Source: an optimization exercise on an open RTL-to-GDS flow (aim: small area, a short achievable clock period and few clock cycles). Production flows keep margins and buffers that such runs may drop. Function was checked by simulation only, so behaviour that the tests miss may differ from the original. No activity file was given, so power comes from the tool's default toggle rates.

Design gvi_codec, start of the top module:
module gvi_codec (
    input  wire       clk,
    input  wire       rst,
    input  wire       enc_in_valid,
    output wire       enc_in_ready,
    input  wire [3:0] enc_in_nib,
    input  wire       enc_in_last,
    input  wire [3:0] enc_in_shift,
    output wire       enc_out_valid,
    input  wire       enc_out_ready,
    output wire [7:0] enc_out_char,
    output wire       enc_out_last,
    input  wire       dec_in_valid,
    output wire       dec_in_ready,
    input  wire [7:0] dec_in_char,
    input  wire       dec_in_last,
    input  wire [3:0] dec_in_shift,
    output wire       dec_out_valid,
    input  wire       dec_out_ready,
    output wire [3:0] dec_out_nib,
    output wire [1:0] dec_out_err,
    output wire       dec_out_last
);
    gvi_encoder u_encoder (
        .clk(clk), .rst(rst),
        .in_valid(enc_in_valid), .in_ready(enc_in_ready),
        .in_nib(enc_in_nib), .in_last(enc_in_last), .in_shift(enc_in_shift),
        .out_valid(enc_out_valid), .out_ready(enc_out_ready),
        .out_char(enc_out_char), .out_last(enc_out_last)
    );
    gvi_decoder u_decoder (
        .clk(clk), .rst(rst),
        .in_valid(dec_in_valid), .in_ready(dec_in_ready),
        .in_char(dec_in_char), .in_last(dec_in_last), .in_shift(dec_in_shift),
  ...
==> flow/config.mk <==
export PLATFORM = sky130hd
export DESIGN_NAME = gvi_codec
export DESIGN_NICKNAME = gvi_codec
export VERILOG_FILES = /design/flow/design.v
export SDC_FILE = /design/flow/constraint.sdc
export NUM_CORES = 4
export LEC_CHECK = 0
export ABC_AREA = 1
export CAP_MARGIN = 20
export CORE_MARGIN = 2
export CORE_UTILIZATION = 40
export SETUP_SLACK_MARGIN = 4.8
export SLEW_MARGIN = 20
==> flow/constraint.sdc <==
create_clock -name core_clock -period 7.0 [get_ports {clk}]
set_input_delay 1.4000 -clock core_clock [delete_from_list [all_inputs] [get_ports {clk}]]
set_output_delay 1.4000 -clock core_clock [all_outputs]
set_load 0.01 [all_outputs]
standard.sh (not shown) runs the stock make flow with config.mk's settings and CLKGATE_MAP_FILE= SYNTH_SCRIPT=/design/flow/synth_recipe.tcl, a recipe that flattens the netlist after the stock synthesis.
==> flow/flow/run.sh <==
#!/bin/bash
# The standard layout with two synthesis/placement choices changed:
# - yosys's full/half-adder extraction (ADDER_MAP_FILE) is skipped, so ABC
#   maps the adders and comparators with the rest of the logic;
# - the port buffers that placement inserts are buf_1 cells.
set -euo pipefail
bash standard.sh ADDER_MAP_FILE= "BUFFER_PORTS_ARGS=-buffer_cell sky130_fd_sc_hd__buf_1" finish > orfs_make.log 2>&1
Testbench counts at the start, summed over its fixed seeds: cycles 36,153.
Edit:
ABC_AREA = unset   (was 1)
CTS_BUF_LIST = sky130_fd_sc_hd__clkbuf_4 sky130_fd_sc_hd__clkbuf_8   (was unset)
CTS_CLUSTER_SIZE = 30   (was unset)
SETUP_SLACK_MARGIN = 4.4   (was 4.8)
=>
- The new run went through all stages and came out clean
- final area shrinks by roughly a tenth
- total power shrinks by a quarter to a third
- worst setup slack is worse by 210 ps
- area after synthesis grows by a few percent
- routed wire length shrinks by a few percent

---

Another version of the RTL of gvi_codec (not shown whole).
Size in the first run: roughly 900 cells after synthesis, roughly 48 I/O pins.
==> flow/config.mk <==
export PLATFORM = sky130hd
export DESIGN_NAME = gvi_codec
export DESIGN_NICKNAME = gvi_codec
export VERILOG_FILES = /design/flow/design.v
export SDC_FILE = /design/flow/constraint.sdc
export NUM_CORES = 4
export LEC_CHECK = 0
export ABC_AREA = 1
export CAP_MARGIN = 20
export CORE_MARGIN = 2
export CORE_UTILIZATION = 40
export SETUP_SLACK_MARGIN = 4.6
export SLEW_MARGIN = 20
==> flow/constraint.sdc <==
create_clock -name core_clock -period 7.0 [get_ports {clk}]
set_input_delay 1.4000 -clock core_clock [delete_from_list [all_inputs] [get_ports {clk}]]
set_output_delay 1.4000 -clock core_clock [all_outputs]
set_load 0.01 [all_outputs]
Scripts as last shown in full above: flow/flow/run.sh
Testbench counts at the start, summed over its fixed seeds: cycles 36,153.
Next try:
- CORE_UTILIZATION: 40 -> 50
- CTS_BUF_LIST: default -> sky130_fd_sc_hd__clkbuf_8
The new run went through all stages and came out clean.
Maximum frequency decreases by 1.1%.
Power decreases by 9.9%.
Final area decreases by 2.9%.
Synthesized cell count is unchanged.
Worst setup slack gets worse by 0.027 ns.
Register-to-register slack gets better by 0.02 ns.

---

xenon:
RTL: one of the versions met above, not the one the previous note started from.
For scale: about 770 cells after synthesis, ~98 flip-flops, about 48 I/O pins.
export LEC_CHECK = 0
export CAP_MARGIN = 20
export CORE_MARGIN = 2
export CORE_UTILIZATION = 40
export SETUP_SLACK_MARGIN = 4.4
export SLEW_MARGIN = 20
create_clock -name core_clock -period 7.0 [get_ports {clk}]
Scripts as last shown in full above: flow/flow/run.sh
xenon: done, clean on timing, DRC and antenna
Testbench counts of xenon, summed over its fixed seeds: cycles 36,153.
Relative to xenon, the following input files were edited for garnet:
diff --git a/flow/config.mk b/flow/config.mk
--- a/flow/config.mk
+++ b/flow/config.mk
@@ -7,2 +7,3 @@
 export LEC_CHECK = 0
+export ABC_AREA = 1
 export CAP_MARGIN = 20
@@ -10,3 +11,3 @@
 export CORE_UTILIZATION = 40
-export SETUP_SLACK_MARGIN = 4.4
+export SETUP_SLACK_MARGIN = 4.6
 export SLEW_MARGIN = 20
Side by side, power turned out higher in garnet than in xenon. garnet ended with more via count of the first global-routing pass than xenon. xenon → garnet: internal cell power picked up an extra 18%; portion of netlist area occupied by mux cells decreased 6.2 points; worst setup skew after layout neither gained nor lost much; worst hold slack shows a reduction of 0.0063 ns. garnet vs xenon, XOR/XNOR share of the synthesized area went down by 2.2 points. Looking at fraction of the core area covered by cells at the end of the flow, garnet sits 1.9 points higher than xenon does. In garnet, proportion of power drawn by the clock network is lower than in xenon. Changes observed in garnet relative to xenon: count of fill cells added during filler insertion decreased by 10 relative to the old numbers; violation count after the first detailed-route iteration went down by 21.
Setup changes, garnet to pepper
diff --git a/flow/config.mk b/flow/config.mk
--- a/flow/config.mk
+++ b/flow/config.mk
@@ -11,3 +11,3 @@
 export CORE_UTILIZATION = 40
-export SETUP_SLACK_MARGIN = 4.6
+export SETUP_SLACK_MARGIN = 4.7
 export SLEW_MARGIN = 20
Findings:
pepper vs garnet on number of buffers and inverters on the critical path: pepper is the higher one.
Between pepper and garnet, it is pepper whose peak ir drop on the vdd network is higher, by about 1.4%.
Lower maximum clock frequency was reported by garnet, not pepper.
Relative to garnet, fraction of area in clock buffers and inverters decreased by 0.78 points in pepper.
Taking garnet as the reference, in pepper width of the die stayed essentially flat, switching share of power moved up, path length in cells of the critical path climbed 9, final cell count without fillers has increased.

-- afterwards: timing with drivers on the ports --
The flow's constraints put no driver on any port. The routed layouts listed below were extracted and timed again, unchanged, in two steps. Step 1 (the two cells are an assumption about what drives the block):
set clk [get_ports {clk}]
set_driving_cell -lib_cell sky130_fd_sc_hd__clkbuf_16 $clk
set_driving_cell -lib_cell sky130_fd_sc_hd__buf_2 [delete_from_list [all_inputs] $clk]
Step 2 moves the port delays by t, midway between the first and last clock arrival at a register: inputs arrive t later, outputs are due t later. That takes back most of the time a late clock gives input paths. Three values: no drivers, after step 1, after step 2; two values: the first two.
run | t, ns | setup WS [ns] | worst register clock-pin slew, ns
the first run of note 1 | 0.386 | 4.673 / 4.656 / 4.271 | 0.07 / 0.07
the second run of note 1 | 0.420 | 4.466 / 4.463 / 4.043 | 0.10 / 0.10
the first run of note 2 | 0.391 | 4.643 / 4.632 / 4.242 | 0.07 / 0.07
the second run of note 2 | 0.396 | 4.615 / 4.623 / 4.227 | 0.09 / 0.09
xenon | 0.394 | 4.490 / 4.479 / 4.086 | 0.07 / 0.07
garnet | 0.383 | 4.630 / 4.642 / 4.259 | 0.07 / 0.07
pepper | 0.387 | 4.714 / 4.685 / 4.306 | 0.07 / 0.07
After both steps setup and hold are still met in every run listed. The setup slack of the second run of note 1, which loses most, moves by -0.003 ns with the drivers and by -0.423 ns with both steps.
